This design comes from an exercise in tuning for small area on the open sky130 flow, not from production work.
In this exercise RTL edits were held to simulation tests only and were not proved equivalent to the original.
The clock port is modelled as an ideal driver, which makes a skipped or thinned clock tree look cheaper than it is; a real chip needs a root buffer or a tree.
Power figures rest on the tool's default switching activity, not on a simulated workload.

Design stepper_core, start of the top module:
module stepper_core (
    input  wire        clk,
    input  wire        rst,           
    input  wire [34:0] cfg,           
    input  wire        tick,          
    input  wire        cmd_valid,
    input  wire [35:0] cmd_word,      
    output wire        cmd_ready,
    output reg         done,
    output wire [31:0] done_result,
    output reg         write4,
    output wire [43:0] duty,          
    output wire [31:0] pin_id,
    output reg         cfg_out,
    output wire [7:0]  status         
);
Size: about 150 flip-flops, roughly 200 I/O pins, about 7300 sq um of cells after synthesis.
Settings: LEC_CHECK=0, CAP_MARGIN=20, CORE_AREA=2.3 2.72 103.96 119.68, DIE_AREA=0 0 106.26 122.4, SLEW_MARGIN=20; clock period 20.0 ns.
standard.sh (not shown) runs the stock make flow with config.mk's settings and CLKGATE_MAP_FILE= SYNTH_SCRIPT=/design/flow/synth_recipe.tcl, a recipe that flattens the netlist after the stock synthesis.
==> flow/flow/run.sh <==
#!/bin/bash
set -o pipefail
export BUFFER_PORTS_ARGS="-buffer_cell sky130_fd_sc_hd__buf_1"
export PRE_CTS_TCL="$(pwd)/flow/clock_tree.tcl"
bash standard.sh > standard.log 2>&1
Other scripts of this flow, unchanged in this note and not shown: flow/flow/clock_tree.tcl
The first run completed with no timing, DRC or antenna violations.
Next try:
--- a/flow/design.v
+++ b/flow/design.v
@@ -21,29 +21,25 @@
     localparam [1:0] PH_HALT = 2'd3;
     localparam [3:0] OP_STEP      = 4'h1;
     localparam [3:0] OP_SET_SPEED = 4'h2;
     localparam [3:0] OP_GET_SPEED = 4'h3;
     reg [31:0] pin_r;
     reg [2:0]  mode;
     reg [31:0] speed;
     reg        speed_bad;    
     reg [5:0]  pos;
     reg        valid;        
     reg [1:0]  phase;
     reg [1:0]  cause;        
-    reg [3:0]  rlo;
-    reg [26:0] rhi;
-    reg [4:0]  rph;          
-    reg        rpend;        
-    reg        rcy;          
+    reg [30:0] rem;          
     reg        dir;
     reg [31:0] tmr;
     wire cfg_err = mode[2] & (mode[1] | mode[0]);
     wire m_ge1 = mode[2] | mode[1] | mode[0];
     wire m_ge2 = mode[2] | mode[1];
     wire m_ge3 = mode[2] | (mode[1] & mode[0]);
     wire m_ge4 = mode[2];
     wire [4:0] stride = {~m_ge1, m_ge1 & ~m_ge2, m_ge2 & ~m_ge3, m_ge3 & ~m_ge4, m_ge4};
     localparam [175:0] TAB_H = {16'h0001, 16'h07FE, 16'h38FE, 16'h5B3E, 16'hC94E, 16'hAC16, 16'h05DA, 16'h7606, 16'h80A0, 16'h07FE, 16'h38FE};
     localparam [175:0] TAB_L = {16'h0000, 16'hFFC0, 16'hFE38, 16'hF9B4, 16'hE526, 16'hD06A, 16'hB740, 16'hC0DC, 16'h0A02, 16'hFFC0, 16'hFE38};
     wire [10:0] dh, dl;
     genvar gb;
@@ -71,62 +67,50 @@
     wire [4:0]  dec_bit = {m_ge4, m_ge3 & ~m_ge4, m_ge2 & ~m_ge3, m_ge1 & ~m_ge2, ~m_ge1};
     wire [30:0] tmr_bw;    
     assign tmr_bw[0] = tick & dec_bit[0];
     genvar gt;
     generate for (gt = 1; gt < 31; gt = gt + 1) begin : g_tb
         if (gt < 5) begin : g_lo
             assign tmr_bw[gt] = (tick & dec_bit[gt]) | (tmr_bw[gt-1] & ~tmr[gt-1]);
         end else begin : g_hi
             assign tmr_bw[gt] = tmr_bw[gt-1] & ~tmr[gt-1];
         end
     end endgenerate
     wire [30:0] tmr_dec = tmr[30:0] ^ tmr_bw;
-    wire       rem_en  = waiting & tmr_zero & sweep_end;
-    wire       rlo_wrap = rem_en & (rlo == {4{dir}});
-    wire       rph0    = (rph == 5'd0);
-    wire       rph_end = (rph == 5'd26);
-    wire       rcin    = rph0 ? rpend : rcy;
-    wire       rout    = rhi[0] ^ rcin;
-    wire       rterm   = dir ? (&rhi) : ~(|rhi);
-    wire last_sweep = rterm & (rlo == {dir, dir, dir, 1'b1});
+    wire [30:0] rem_bw;
+    assign rem_bw[0] = waiting & tmr_zero & sweep_end;
+    genvar gr;
+    generate for (gr = 1; gr < 31; gr = gr + 1) begin : g_rb
+        assign rem_bw[gr] = rem_bw[gr-1] & ~rem[gr-1];
+    end endgenerate
+    wire last_sweep = (rem[30:1] == 30'd0) & (rem[0] ^ dir);
     wire [3:0]  op     = cmd_word[35:32];
     wire [31:0] arg    = cmd_word[31:0];
     wire        arg_zero = (arg == 32'd0);
     wire        idle   = (phase == PH_IDLE);
     wire        emit   = (phase == PH_EMIT);
     wire        waiting = (phase == PH_WAIT);
     wire        accept = cmd_valid & idle;
     assign cmd_ready   = idle;
     assign done_result = tmr;
     assign status      = {2'b00, cause, 1'b0, phase == PH_HALT, cfg_err, emit | waiting};
     always @(posedge clk) begin
         if (waiting & ~tmr_zero)
             tmr <= {1'b0, tmr_dec};
         else if (emit | (idle & (op == OP_GET_SPEED)))
             tmr <= speed;
         else
             tmr <= 32'd0;
         if (idle) dir <= arg[31];
-        if (idle) begin
-            rlo   <= arg[3:0];
-            rhi   <= arg[30:4];
-            rph   <= 5'd0;
-            rpend <= 1'b0;
-        end else begin
-            if (rem_en) rlo <= dir ? rlo + 4'd1 : rlo - 4'd1;
-            rhi   <= {rout, rhi[26:1]};
-            rph   <= rph_end ? 5'd0 : rph + 5'd1;
-            rpend <= rlo_wrap | (rpend & ~rph0);
-        end
-        rcy  <= rcin & ~(rhi[0] ^ dir);
+        rem <= idle ? (arg[30:0] ^ {31{arg[31]}}) : (rem ^ rem_bw);
         if (rst) begin
             pin_r   <= cfg[31:0];
             mode    <= cfg[34:32];
             speed   <= SPEED_RESET;
             speed_bad <= 1'b0;
             pos     <= {2'b11, cfg[34] | cfg[33] | cfg[32], cfg[34] | cfg[33],
                         cfg[34] | (cfg[33] & cfg[32]), cfg[34]};
             valid   <= 1'b0;
             phase   <= PH_IDLE;
             cause   <= 2'd0;
             done    <= 1'b0;
             write4  <= 1'b0;
Effect: Routed wire length goes down slightly. Final area goes up by a few percent. Total power decreases by a few percent. Setup slack gains 0.22 ns. Die area stays the same. Flip-flop and latch count fell by 7. Synthesized cell count came out higher slightly. Utilization grows by 1.6 points. Synthesized area rises by a few percent. First-iteration DRC count fell by roughly a tenth. Clock power hardly moves. Combinational power barely changes. Global-route usage rose by 0.66 points. Fmax increases by a few percent.
In every run of this note, the design's own scripts or RTL, not TritonCTS, make the clock network.

* * *

The RTL this note starts from:
==> flow/design.v <==
module stepper_core (
    input  wire        clk,
    input  wire        rst,           
    input  wire [34:0] cfg,           
    input  wire        tick,          
    input  wire        cmd_valid,
    input  wire [35:0] cmd_word,      
    output wire        cmd_ready,
    output reg         done,
    output wire [31:0] done_result,
    output wire        write4,
    output wire [43:0] duty,          
    output wire [31:0] pin_id,
    output wire        cfg_out,
    output wire [7:0]  status         
);
    localparam [31:0] SPEED_RESET = 32'd1000;
    localparam [2:0] PH_IDLE = 3'b000;
    localparam [2:0] PH_EMIT = 3'b100;
    localparam [2:0] PH_WAIT = 3'b101;
    localparam [2:0] PH_W1   = 3'b111;    
    localparam [2:0] PH_H1   = 3'b001;    
    localparam [2:0] PH_H2   = 3'b010;
    localparam [2:0] PH_H3   = 3'b011;
    localparam [3:0] OP_STEP      = 4'h1;
    localparam [3:0] OP_SET_SPEED = 4'h2;
    localparam [3:0] OP_GET_SPEED = 4'h3;
    reg [31:0] pin_r;
    reg [2:0]  mode;
    reg [31:0] speed;
    reg        speed_bad;    
    reg [5:0]  pos;
    reg        valid;        
    reg [2:0]  phase;        
    reg [3:0]  rlo;
    reg [26:0] rhi;
    reg [4:0]  rph;          
    reg        rpend;        
    reg        rcy;          
    reg        dir;
    reg [31:0] tmr;
    wire cfg_err = mode[2] & (mode[1] | mode[0]);
    wire m_ge1 = mode[2] | mode[1] | mode[0];
    wire m_ge2 = mode[2] | mode[1];
    wire m_ge3 = mode[2] | (mode[1] & mode[0]);
    wire m_ge4 = mode[2];
    wire [4:0] stride = {~m_ge1, m_ge1 & ~m_ge2, m_ge2 & ~m_ge3, m_ge3 & ~m_ge4, m_ge4};
    localparam [175:0] TAB_H = {16'h0001, 16'h07FE, 16'h38FE, 16'h5B3E, 16'hC94E, 16'hAC16, 16'h05DA, 16'h7606, 16'h80A0, 16'h07FE, 16'h38FE};
    localparam [175:0] TAB_L = {16'h0000, 16'hFFC0, 16'hFE38, 16'hF9B4, 16'hE526, 16'hD06A, 16'hB740, 16'hC0DC, 16'h0A02, 16'hFFC0, 16'hFE38};
    wire [10:0] dh, dl;
    genvar gb;
    generate
        for (gb = 0; gb < 11; gb = gb + 1) begin : g_tab
            wire [15:0] th = TAB_H[16*gb +: 16];
            wire [15:0] tl = TAB_L[16*gb +: 16];
            assign dh[gb] = th[pos[3:0]];
            assign dl[gb] = tl[pos[3:0]];
        end
    endgenerate
    wire [3:0]  osel = {valid & (pos[5:4] == 2'd3), valid & (pos[5:4] == 2'd2),
                        valid & (pos[5:4] == 2'd1), valid & (pos[5:4] == 2'd0)};
    assign duty[10:0]  = ({11{osel[3]}} & dh) | ({11{osel[2]}} & dl);
    assign duty[21:11] = ({11{osel[2]}} & dh) | ({11{osel[1]}} & dl);
    assign duty[32:22] = ({11{osel[1]}} & dh) | ({11{osel[0]}} & dl);
    assign duty[43:33] = ({11{osel[0]}} & dh) | ({11{osel[3]}} & dl);
    assign pin_id = pin_r;
    wire [5:0] step_v = {1'b0, stride};
    wire [5:0] next_i = dir ? (pos - step_v) : (pos + step_v);
    wire sweep_end = pos[5] & pos[4] & (pos[3] | ~m_ge1) & (pos[2] | ~m_ge2) &
                     (pos[1] | ~m_ge3) & (pos[0] | ~m_ge4);
    wire tmr_zero = ~(|tmr[30:4]) & (~tmr[3] | m_ge4) & (~tmr[2] | m_ge3) &
                    (~tmr[1] | m_ge2) & (~tmr[0] | m_ge1);
    wire [4:0]  dec_bit = {m_ge4, m_ge3 & ~m_ge4, m_ge2 & ~m_ge3, m_ge1 & ~m_ge2, ~m_ge1};
    wire [30:0] tmr_bw;    
    assign tmr_bw[0] = tick & dec_bit[0];
    genvar gt;
    generate for (gt = 1; gt < 31; gt = gt + 1) begin : g_tb
        if (gt < 5) begin : g_lo
            assign tmr_bw[gt] = (tick & dec_bit[gt]) | (tmr_bw[gt-1] & ~tmr[gt-1]);
        end else begin : g_hi
            assign tmr_bw[gt] = tmr_bw[gt-1] & ~tmr[gt-1];
        end
    end endgenerate
    wire [30:0] tmr_dec = tmr[30:0] ^ tmr_bw;
    wire       rem_en  = waiting & tmr_zero & sweep_end;
    wire       rlo_wrap = rem_en & (rlo == {4{dir}});
    wire       rph0    = (rph == 5'b00001);
    wire       rph_end = (rph == 5'b10101);    
    wire       rcin    = rph0 ? rpend : rcy;
    wire       rout    = rhi[0] ^ rcin;
    wire       rterm   = dir ? (&rhi) : ~(|rhi);
    wire last_sweep = rterm & (rlo == {dir, dir, dir, 1'b1});
    wire [3:0]  op     = cmd_word[35:32];
    wire [31:0] arg    = cmd_word[31:0];
    wire        arg_zero = (arg == 32'd0);
    wire        idle   = (phase == PH_IDLE);
    wire        halted = ~phase[2] & (phase[1] | phase[0]);
    wire        emit   = phase[2] & ~phase[0];
    wire        waiting = phase[2] & phase[0];
    wire        accept = cmd_valid & idle;
    assign cmd_ready   = idle;
    assign cfg_out     = (rph == 5'b00000);
    assign done_result = tmr;
    assign write4      = phase[2] & phase[1];
    assign status      = {2'b00, phase[1] & ~phase[2], phase[0] & ~phase[2], 1'b0, halted, cfg_err, phase[2]};
    always @(posedge clk) begin
        if (waiting & ~tmr_zero)
            tmr <= {1'b0, tmr_dec};
        else if (emit | (idle & (op == OP_GET_SPEED)))
            tmr <= speed;
        else
            tmr <= 32'd0;
        if (idle) dir <= arg[31];
        if (rst) begin
            rph   <= 5'b00000;
        end else if (idle) begin
            rph   <= 5'b00001;
        end else begin
            rph   <= rph_end ? 5'b00001 : {rph[3:0], rph[4] ^ rph[2]};
        end
        if (idle) begin
            rlo   <= arg[3:0];
            rhi   <= arg[30:4];
            rpend <= 1'b0;
        end else begin
            if (rem_en) rlo <= dir ? rlo + 4'd1 : rlo - 4'd1;
            rhi   <= {rout, rhi[26:1]};
            rpend <= rlo_wrap | (rpend & ~rph0);
        end
        rcy  <= rcin & ~(rhi[0] ^ dir);
        if (rst) begin
            pin_r   <= cfg[31:0];
            mode    <= cfg[34:32];
            speed   <= SPEED_RESET;
            speed_bad <= 1'b0;
            pos     <= {2'b11, cfg[34] | cfg[33] | cfg[32], cfg[34] | cfg[33],
                        cfg[34] | (cfg[33] & cfg[32]), cfg[34]};
            valid   <= 1'b0;
            phase   <= PH_IDLE;
            done    <= 1'b0;
        end else begin
            done    <= 1'b0;
            case (phase)
                PH_IDLE: begin
                    if (accept) begin
                        case (op)
                            OP_STEP: begin
                                if (cfg_err) begin
                                    phase <= PH_H2;
                                end else if (arg_zero) begin
                                    done  <= 1'b1;
                                end else if (speed_bad) begin
                                    phase <= PH_H3;
                                end else begin
                                    phase <= PH_EMIT;
                                end
                            end
                            OP_SET_SPEED: begin
                                speed <= arg;
                                speed_bad <= arg[31] | arg_zero;
                                done  <= 1'b1;
                            end
                            OP_GET_SPEED: begin
                                done  <= 1'b1;
                            end
                            default: begin
                                phase <= PH_H1;
                            end
                        endcase
                    end
                end
                PH_EMIT: begin
                    valid  <= 1'b1;
                    pos    <= next_i;
                    phase  <= PH_W1;
                end
                PH_WAIT, PH_W1: begin
                    if (tmr_zero) begin
                        if (sweep_end & last_sweep) begin
                            phase <= PH_IDLE;
                            done  <= 1'b1;
                        end else begin
                            phase <= PH_EMIT;
                        end
                    end else begin
                        phase <= PH_WAIT;
                    end
                end
                default: ;  
            endcase
        end
    end
endmodule
Settings: LEC_CHECK=0, CAP_MARGIN=0, CORE_AREA=2.3 2.72 103.96 119.68, DIE_AREA=0 0 106.26 122.4, SLEW_MARGIN=0; clock period 20.0 ns.
==> flow/flow/run.sh <==
#!/bin/bash
# The standard layout (standard.sh: standard synthesis, floorplan, place,
# route, finish), with two changes:
#  - the port buffers are the smallest buffer, buf_1;
#  - the clock tree is built by flow/clock_tree.tcl (two levels of clock
#    buffers over balanced clusters of flip-flops) in place of TritonCTS.
# ORFS's own output goes to standard.log in this folder.
set -o pipefail
export BUFFER_PORTS_ARGS="-buffer_cell sky130_fd_sc_hd__buf_1"
export MY_CLK_LEAVES=8 MY_CLK_ROOTS=2 MY_CLK_BIG_HPWL=70
export PRE_CTS_TCL="$(pwd)/flow/clock_tree.tcl"
bash standard.sh > standard.log 2>&1
Other scripts of this flow, unchanged in this note and not shown: flow/flow/clock_tree.tcl
The baseline finished clean.
Edit:
--- a/flow/design.v
+++ b/flow/design.v
@@ -29,14 +29,14 @@
     reg [2:0]  mode;
     reg [31:0] speed;
     reg        speed_bad;    
     reg [5:0]  pos;
     reg        valid;        
     reg [2:0]  phase;        
-    reg [3:0]  rlo;
-    reg [26:0] rhi;
+    reg [2:0]  rlo;
+    reg [27:0] rhi;
     reg [4:0]  rph;          
     reg        rpend;        
     reg        rcy;          
     reg        dir;
     reg [31:0] tmr;
     wire cfg_err = mode[2] & (mode[1] | mode[0]);
@@ -80,19 +80,19 @@
         end else begin : g_hi
             assign tmr_bw[gt] = tmr_bw[gt-1] & ~tmr[gt-1];
         end
     end endgenerate
     wire [30:0] tmr_dec = tmr[30:0] ^ tmr_bw;
     wire       rem_en  = waiting & tmr_zero & sweep_end;
-    wire       rlo_wrap = rem_en & (rlo == {4{dir}});
+    wire       rlo_wrap = rem_en & (rlo == {3{dir}});
     wire       rph0    = (rph == 5'b00001);
-    wire       rph_end = (rph == 5'b10101);    
+    wire       rph_end = (rph == 5'b01010);    
     wire       rcin    = rph0 ? rpend : rcy;
     wire       rout    = rhi[0] ^ rcin;
     wire       rterm   = dir ? (&rhi) : ~(|rhi);
-    wire last_sweep = rterm & (rlo == {dir, dir, dir, 1'b1});
+    wire last_sweep = rterm & (rlo == {dir, dir, 1'b1});
     wire [3:0]  op     = cmd_word[35:32];
     wire [31:0] arg    = cmd_word[31:0];
     wire        arg_zero = (arg == 32'd0);
     wire        idle   = (phase == PH_IDLE);
     wire        halted = ~phase[2] & (phase[1] | phase[0]);
     wire        emit   = phase[2] & ~phase[0];
@@ -116,18 +116,18 @@
         end else if (idle) begin
             rph   <= 5'b00001;
         end else begin
             rph   <= rph_end ? 5'b00001 : {rph[3:0], rph[4] ^ rph[2]};
         end
         if (idle) begin
-            rlo   <= arg[3:0];
-            rhi   <= arg[30:4];
+            rlo   <= arg[2:0];
+            rhi   <= arg[30:3];
             rpend <= 1'b0;
         end else begin
-            if (rem_en) rlo <= dir ? rlo + 4'd1 : rlo - 4'd1;
-            rhi   <= {rout, rhi[26:1]};
+            if (rem_en) rlo <= dir ? rlo + 3'd1 : rlo - 3'd1;
+            rhi   <= {rout, rhi[27:1]};
             rpend <= rlo_wrap | (rpend & ~rph0);
         end
         rcy  <= rcin & ~(rhi[0] ^ dir);
         if (rst) begin
             pin_r   <= cfg[31:0];
             mode    <= cfg[34:32];
What happened: The new run produced a clean layout. Fmax grows slightly. Total power grows by a few percent. Worst hold slack degrades by 0.0069 ns. Setup slack improved by 0.17 ns. Critical path depth increases by 1. Sequential power climbs by a few percent. Design area barely changes. Clock skew is about the same. Cell count is lower slightly. Register-to-register slack is better by 0.26 ns. Utilization shrinks by 0.13 points.
No run of this note takes its clock network from TritonCTS; it comes from the design's own scripts or RTL.

==> port drivers added, routing unchanged <==
How much do the figures lean on ideal ports? The routed layouts below were timed once more, with nothing changed but the port constraints.
Step 1 sets driving cells, clkbuf_16 on the clock port and buf_2 on the other inputs (assumed; they add their load-dependent delay and slew).
Step 2 also shifts input and output timing later by t, the mid clock arrival at the registers, as if the neighbouring blocks saw the same clock.
Slacks: ideal / step 1 / step 2; pairs: ideal / step 1.
run | t (ns) | setup slack, ns | hold WS [ns] | latest minus earliest clock arrival (ns) | slew at the worst register clock pin (ns)
the first run of note 1 | 0.366 | 9.219 / 9.234 / 8.868 | 0.464 / 0.464 / 0.464 | 0.027 / 0.027 | 0.12 / 0.12
the second run of note 1 | 0.383 | 9.438 / 9.459 / 9.076 | 0.468 / 0.468 / 0.468 | 0.016 / 0.016 | 0.11 / 0.11
the first run of note 2 | 0.373 | 9.348 / 9.353 / 8.980 | 0.456 / 0.456 / 0.456 | 0.033 / 0.033 | 0.11 / 0.11
the second run of note 2 | 0.372 | 9.514 / 9.517 / 9.145 | 0.449 / 0.449 / 0.449 | 0.032 / 0.031 | 0.11 / 0.11
After both steps every run listed still meets setup and hold. For the second run of note 2, which loses most, drivers alone change the setup slack by +0.003 ns; drivers and shift together by -0.369 ns.
